Source: an optimization exercise on an open RTL-to-GDS flow (aim: small area, a short achievable clock period and few clock cycles). Production flows keep margins and buffers that such runs may drop. Only simulation tests tie the RTL to the original design; equivalence was not proved. Power figures rest on the tool's default switching activity, not on a simulated workload.

==> inputs of try-maple <==
==> flow/design.v (excerpt) <==
module feistel_engine (
    input  wire        clk,
    input  wire        rst,         
    input  wire        cmd_valid,
    input  wire [71:0] cmd,
    output wire        cmd_ready,
    output wire [63:0] blk,
    output wire [7:0]  status
);
    localparam [64*7-1:0] T_IP = {7'd58, 7'd50, 7'd42, 7'd34, 7'd26, 7'd18, 7'd10, 7'd2, 7'd60, 7'd52, 7'd44, 7'd36, 7'd28,
        7'd20, 7'd12, 7'd4, 7'd62, 7'd54, 7'd46, 7'd38, 7'd30, 7'd22, 7'd14, 7'd6, 7'd64,
        7'd56, 7'd48, 7'd40, 7'd32, 7'd24, 7'd16, 7'd8, 7'd57, 7'd49, 7'd41, 7'd33, 7'd25,
        7'd17, 7'd9, 7'd1, 7'd59, 7'd51, 7'd43, 7'd35, 7'd27, 7'd19, 7'd11, 7'd3, 7'd61,
        7'd53, 7'd45, 7'd37, 7'd29, 7'd21, 7'd13, 7'd5, 7'd63, 7'd55, 7'd47, 7'd39, 7'd31,
        7'd23, 7'd15, 7'd7};
    localparam [64*7-1:0] T_IPINV = {7'd40, 7'd8, 7'd48, 7'd16, 7'd56, 7'd24, 7'd64, 7'd32, 7'd39, 7'd7, 7'd47, 7'd15, 7'd55,
        7'd23, 7'd63, 7'd31, 7'd38, 7'd6, 7'd46, 7'd14, 7'd54, 7'd22, 7'd62, 7'd30, 7'd37,
        7'd5, 7'd45, 7'd13, 7'd53, 7'd21, 7'd61, 7'd29, 7'd36, 7'd4, 7'd44, 7'd12, 7'd52,
        7'd20, 7'd60, 7'd28, 7'd35, 7'd3, 7'd43, 7'd11, 7'd51, 7'd19, 7'd59, 7'd27, 7'd34,
        7'd2, 7'd42, 7'd10, 7'd50, 7'd18, 7'd58, 7'd26, 7'd33, 7'd1, 7'd41, 7'd9, 7'd49,
        7'd17, 7'd57, 7'd25};
    localparam [48*7-1:0] T_E = {7'd32, 7'd1, 7'd2, 7'd3, 7'd4, 7'd5, 7'd4, 7'd5, 7'd6, 7'd7, 7'd8, 7'd9, 7'd8, 7'd9, 7'd10,
        7'd11, 7'd12, 7'd13, 7'd12, 7'd13, 7'd14, 7'd15, 7'd16, 7'd17, 7'd16, 7'd17, 7'd18,
        7'd19, 7'd20, 7'd21, 7'd20, 7'd21, 7'd22, 7'd23, 7'd24, 7'd25, 7'd24, 7'd25, 7'd26,
        7'd27, 7'd28, 7'd29, 7'd28, 7'd29, 7'd30, 7'd31, 7'd32, 7'd1};
    localparam [32*7-1:0] T_P = {7'd16, 7'd7, 7'd20, 7'd21, 7'd29, 7'd12, 7'd28, 7'd17, 7'd1, 7'd15, 7'd23, 7'd26, 7'd5,
        7'd18, 7'd31, 7'd10, 7'd2, 7'd8, 7'd24, 7'd14, 7'd32, 7'd27, 7'd3, 7'd9, 7'd19,
        7'd13, 7'd30, 7'd6, 7'd22, 7'd11, 7'd4, 7'd25};
  ...
==> flow/config.mk <==
export PLATFORM = sky130hd
export DESIGN_NAME = feistel_engine
export DESIGN_NICKNAME = feistel_engine
export VERILOG_FILES = /design/flow/design.v
export SDC_FILE = /design/flow/constraint.sdc
export NUM_CORES = 4
export LEC_CHECK = 0
export ABC_AREA = 1
export CAP_MARGIN = 20
export CORE_MARGIN = 2
export CORE_UTILIZATION = 40
export SETUP_SLACK_MARGIN = 2.75
export SLEW_MARGIN = 20
==> flow/constraint.sdc <==
create_clock -name core_clock -period 5.5 [get_ports {clk}]
set_input_delay 1.1000 -clock core_clock [delete_from_list [all_inputs] [get_ports {clk}]]
set_output_delay 1.1000 -clock core_clock [all_outputs]
set_load 0.01 [all_outputs]
standard.sh (not shown) runs the stock make flow with config.mk's settings and CLKGATE_MAP_FILE= SYNTH_SCRIPT=/design/flow/synth_recipe.tcl, a recipe that flattens the netlist after the stock synthesis.
==> flow/flow/run.sh <==
#!/bin/bash
export BUFFER_PORTS_ARGS="-buffer_cell sky130_fd_sc_hd__buf_4"
bash standard.sh > standard_flow.log 2>&1
==> inputs of try-fjord, as changes to try-maple <==
==> flow/flow/run.sh (replaced) <==
#!/bin/bash
export BUFFER_PORTS_ARGS="-buffer_cell sky130_fd_sc_hd__buf_2"
bash standard.sh > standard_flow.log 2>&1
- PLACE_DENSITY: unset -> 0.8
- SETUP_SLACK_MARGIN: 2.75 -> 2.5
==> key figures <==
Critical path
  • R2R Setup Slk: 2630 ps
  • Worst Setup EP: blk_r[49]

Global routing
  • Met3 track demand over resource: between 20 and 25%

Pwr
  • Power share of the clock group: 42.3%
  • Power attributed to the clock group: 1.25 mW
  • Fraction of power consumed by sequential logic: 36.6%

Drt
  • Total number of vias: 23620
  • Routed length per instance: 30.93 µm
  • Drt total wl: ~110000 µm
  • DRT met1 WL: 39080 µm

Cells and area
  • Finished Cell Area: 21080 µm²
  • Final-layout clock-cell area share: 2.773%
  • Final non-filler cell total: 3441
  • Layout clock buffer count: 20
  • Multi-Input Combinational: between 2000 and 2500

Outcome
  • Status: no timing/DRC/antenna violations

Timing
  • Share of the cycle needed by the critical path after routing: 52.11%

Clock network
  • Post-CTS resize count: a little over 200
The numbers above come from try-maple.

==> key figures <==
Pwr
  • Power attributed to the clock group: roughly 1.2 mW
  • Power share of the clock group: 43.0%

Drt
  • Drt total wl: 92780 µm
  • Total number of vias: 22790
  • Routed length per instance: between 20 and 30 µm

Cells and area
  • Finished Cell Area: 18570 µm²
  • Multi-Input Combinational: 2137
  • Layout clock buffer count: 18
  • Final non-filler cell total: 3377
  • Final-layout clock-cell area share: 3.092%

Critical path
  • R2R Setup Slk: 2420 ps
  • Worst Setup EP: blk_r[52]
  • CP Buf/Inv Count: 4

Global routing
  • Met3 track demand over resource: 20.05%

Timing
  • Share of the cycle needed by the critical path after routing: 56.23%

Outcome
  • Status: no timing/DRC/antenna violations

Clock network
  • H-tree levels: 4
  • Post-CTS resize count: 57
The numbers above come from try-fjord.

Testbench counts of try-maple, summed over its fixed seeds: cycles 26,762.
Testbench counts of try-fjord, summed over its fixed seeds: cycles 26,762.

* * *

==> job 7630 <==
Starting RTL as in the previous note.
make LEC_CHECK=0 ABC_AREA=1 CAP_MARGIN=20 CORE_MARGIN=2 CORE_UTILIZATION=40 SETUP_SLACK_MARGIN=2.5 SLEW_MARGIN=20 finish   # period 5.5 ns
run.sh (not shown) runs the stock make flow with config.mk's settings and CLKGATE_MAP_FILE= SYNTH_SCRIPT=/design/flow/synth_recipe.tcl, a recipe that flattens the netlist after the stock synthesis.
Stock flow here: none of the scripts above is used.
==> job 5604: changes against job 7630 <==
--- a/flow/design.v
+++ b/flow/design.v
@@ -142,19 +142,18 @@
     localparam [2:0] ST_WALK = 3'd2;    
     localparam [2:0] ST_IPN  = 3'd3;    
     localparam [2:0] ST_ONE  = 3'd4;    
     localparam [2:0] ST_IP1  = 3'd5;    
     localparam [2:0] ST_RB1  = 3'd6;    
     localparam [2:0] ST_RB2  = 3'd7;    
     reg  [2:0]  state;
     reg  [3:0]  cnt;
-    reg  [3:0]  tgt;
     reg         dec;
-    reg  [3:0]  kind;         
+    reg  [3:0]  arg;          
     reg         is_rnd;       
     reg         subst_mode;   
     reg  [63:0] blk_r;
     reg  [55:0] cd;
     reg         kvalid;
     reg         fault;
     reg  [1:0]  cause;
     wire [63:0] blk_v;        
@@ -223,29 +222,29 @@
     fe_perm #(.NIN(64), .NOUT(64), .TBL(T_IP)) u_ipd (.din({pc2_v, 16'd0}),             .dout(pc2_d));
     fe_perm #(.NIN(64), .NOUT(64), .TBL(T_IP)) u_ips (.din({blk_v[31:0], blk_v[63:32]}), .dout(sw_d));
     fe_perm #(.NIN(64), .NOUT(64), .TBL(T_IP)) u_ipu (.din({sbox_out, 32'd0}),          .dout(sub_d));
     fe_perm #(.NIN(64), .NOUT(64), .TBL(T_IP)) u_ipk (.din({subkey, 16'd0}),            .dout(key_d));
     wire [55:0] pc1_imm;
     fe_perm #(.NIN(64), .NOUT(56), .TBL(T_PC1)) u_pc1k (.din(cmd[63:0]), .dout(pc1_imm));
     wire idle   = (state == ST_IDLE);
     wire last   = (cnt == 4'd15);
-    wire at_tgt = (state == ST_WALK) && (cnt == tgt);
+    wire at_tgt = (state == ST_WALK) && (cnt == arg);
     wire b_ld   = !rst && idle && ok && is_ldblk;
     wire b_rnd  = !rst && (spec_enc || ((state == ST_CIPH) && !last) || (at_tgt && is_rnd));
     wire b_fin  = !rst && (((state == ST_CIPH) && last) || (state == ST_RB2));
     wire b_swp  = !rst && (state == ST_RB1);
     wire b_ip   = !rst && ((state == ST_IPN) || (state == ST_IP1));
     wire one    = !rst && (state == ST_ONE);
-    wire b_e    = one && (kind == 4'h2);
-    wire b_p    = one && (kind == 4'h3);
-    wire b_pc1  = one && (kind == 4'h4);
-    wire b_pc2  = one && (kind == 4'h5);
-    wire b_sw   = one && (kind == 4'h6);
-    wire b_sub  = one && (kind == 4'h8);
+    wire b_e    = one && (arg == 4'h2);
+    wire b_p    = one && (arg == 4'h3);
+    wire b_pc1  = one && (arg == 4'h4);
+    wire b_pc2  = one && (arg == 4'h5);
+    wire b_sw   = one && (arg == 4'h1);
+    wire b_sub  = one && (arg == 4'h0);
     wire b_key  = !rst && at_tgt && !is_rnd;
     wire b_hold = !rst && !(b_ld || b_rnd || b_fin || b_swp || b_ip || one || b_key);
     wire [63:0] blk_d =
         ({64{b_hold}} & blk_r) | ({64{b_ld}}  & ld_d)  | ({64{b_rnd}} & round_out) |
         ({64{b_fin}}  & {round_out[31:0], round_out[63:32]}) |
         ({64{b_swp}}  & {blk_r[31:0], blk_r[63:32]}) |
         ({64{b_ip}}   & ip_d)  | ({64{b_e}}   & e_d)   | ({64{b_p}}   & p_d)   |
         ({64{b_pc1}}  & pc1_d) | ({64{b_pc2}} & pc2_d) | ({64{b_sw}}  & sw_d)  |
@@ -311,19 +310,18 @@
     end
     always @(posedge clk) begin
         subst_mode <= !rst && (state == ST_IDLE) && run && is_subst;
         case (state)
             ST_IDLE: begin
                 cnt    <= (fam == 4'h6 || (fam == 4'h4 && sel[0])) ? 4'd4 :
                           (fam == 4'h8 && !sel[0]) ? 4'd1 : 4'd0;
                 dec    <= op[0];
-                tgt    <= sel;
                 is_rnd <= (fam == 4'h6);
-                kind   <= (fam == 4'h4) ? sel : (fam == 4'h5) ? 4'h8 : 4'h6;
+                arg    <= (fam == 4'h5) ? 4'h0 : (fam == 4'h7) ? 4'h1 : sel;
             end
             ST_IPN: begin
                 cnt    <= (cnt == 4'd0) ? 4'd0 : cnt - 4'd1;
             end
             default: begin
                 cnt    <= cnt + 4'd1;
             end
         endcase
==> flow/flow/run.sh (new file) <==
#!/bin/bash
export BUFFER_PORTS_ARGS="-buffer_cell sky130_fd_sc_hd__buf_2"
bash standard.sh > standard_flow.log 2>&1
==> flow/standard.sh (new file) <==
#!/bin/bash
# synth_recipe.tcl (not shown) runs the flow's synth.tcl, then flattens the netlist and writes it again
# the make line also repeats each setting of config.mk as NAME=value (left out here)
make -C /OpenROAD-flow-scripts/flow DESIGN_CONFIG=/design/flow/config.mk WORK_HOME=/design/flow/orfs CLKGATE_MAP_FILE= SYNTH_SCRIPT=/design/flow/synth_recipe.tcl "${@:-finish}"
removed: flow/run.sh
==> comparison table <==
Status: job 7630 complete, no violations; job 5604 complete, no violations
Wire length on met3: job 7630 15840 um; job 5604 13320 um
Crit path max fanout: job 7630 10; job 5604 38
Maximum vdd drop: job 7630 0.2307 mV; job 5604 0.2326 mV
Path type of the worst setup path: job 7630 reg -> reg; job 5604 in -> reg
Total number of sequential cells: job 7630 141; job 5604 138
Clock Sinks: job 7630 141; job 5604 138
Multi-input gate share of the layout cell area: job 7630 59.09%; job 5604 63.86%
Crit Reg-Reg Startpoint: job 7630 blk_r[11]$_DFF_P_; job 5604 blk_r[2]$_DFF_P_
Met2 track utilization from global routing: job 7630 65.95%; job 5604 63.11%
WL final: job 7630 103300 um; job 5604 94760 um
Gr usage total: job 7630 47.74%; job 5604 43.90%
Portion of total power attributed to sequential cells: job 7630 38.4%; job 5604 39.1%
Internal power: job 7630 1857 uW; job 5604 1818 uW
Sequential cell area fraction in the yosys report: job 7630 18.41%; job 5604 17.86%
Signal buffers share of area: job 7630 13.75%; job 5604 8.827%
Overall power consumption: job 7630 2832 uW; job 5604 2702 uW
Pin slew with the least headroom to its limit: job 7630 1024 ps; job 5604 964.2 ps
Register-to-Register Path Depth: job 7630 11; job 5604 15
Metal-1 WL: job 7630 38360 um; job 5604 37260 um
Post-synthesis compound-gate area fraction: job 7630 29.05%; job 5604 25.31%
Testbench counts of job 7630, summed over its fixed seeds: cycles 26,762.
Testbench counts of job 5604, summed over its fixed seeds: cycles 26,762.

[afterwards: timing with drivers on the ports]
How much do the figures lean on ideal ports? The routed layouts below were timed once more, with nothing changed but the port constraints. Step 1 assumes that a clkbuf_16 drives the clock port and a buf_2 every other input. Step 2, shift: input delay + t, output delay - t, t = (earliest + latest rising clock arrival at the registers) / 2. This alone moves slack from input paths to output paths. a / b / c = no drivers / after step 1 / after step 2; a / b = the first two.
run	t, ns	setup slack, ns	worst slew at a driven data input, ns
try-maple	0.537	2.634 / 2.634 / 2.203	0.04
try-fjord	0.520	2.408 / 2.416 / 1.919	0.03
job 7630	0.536	2.485 / 2.454 / 1.999	0.04
job 5604	0.528	2.435 / 2.466 / 1.938	0.04
After both steps setup and hold are still met in every run listed. The setup slack of job 5604, which loses most, moves by +0.031 ns with the drivers and by -0.497 ns with both steps.
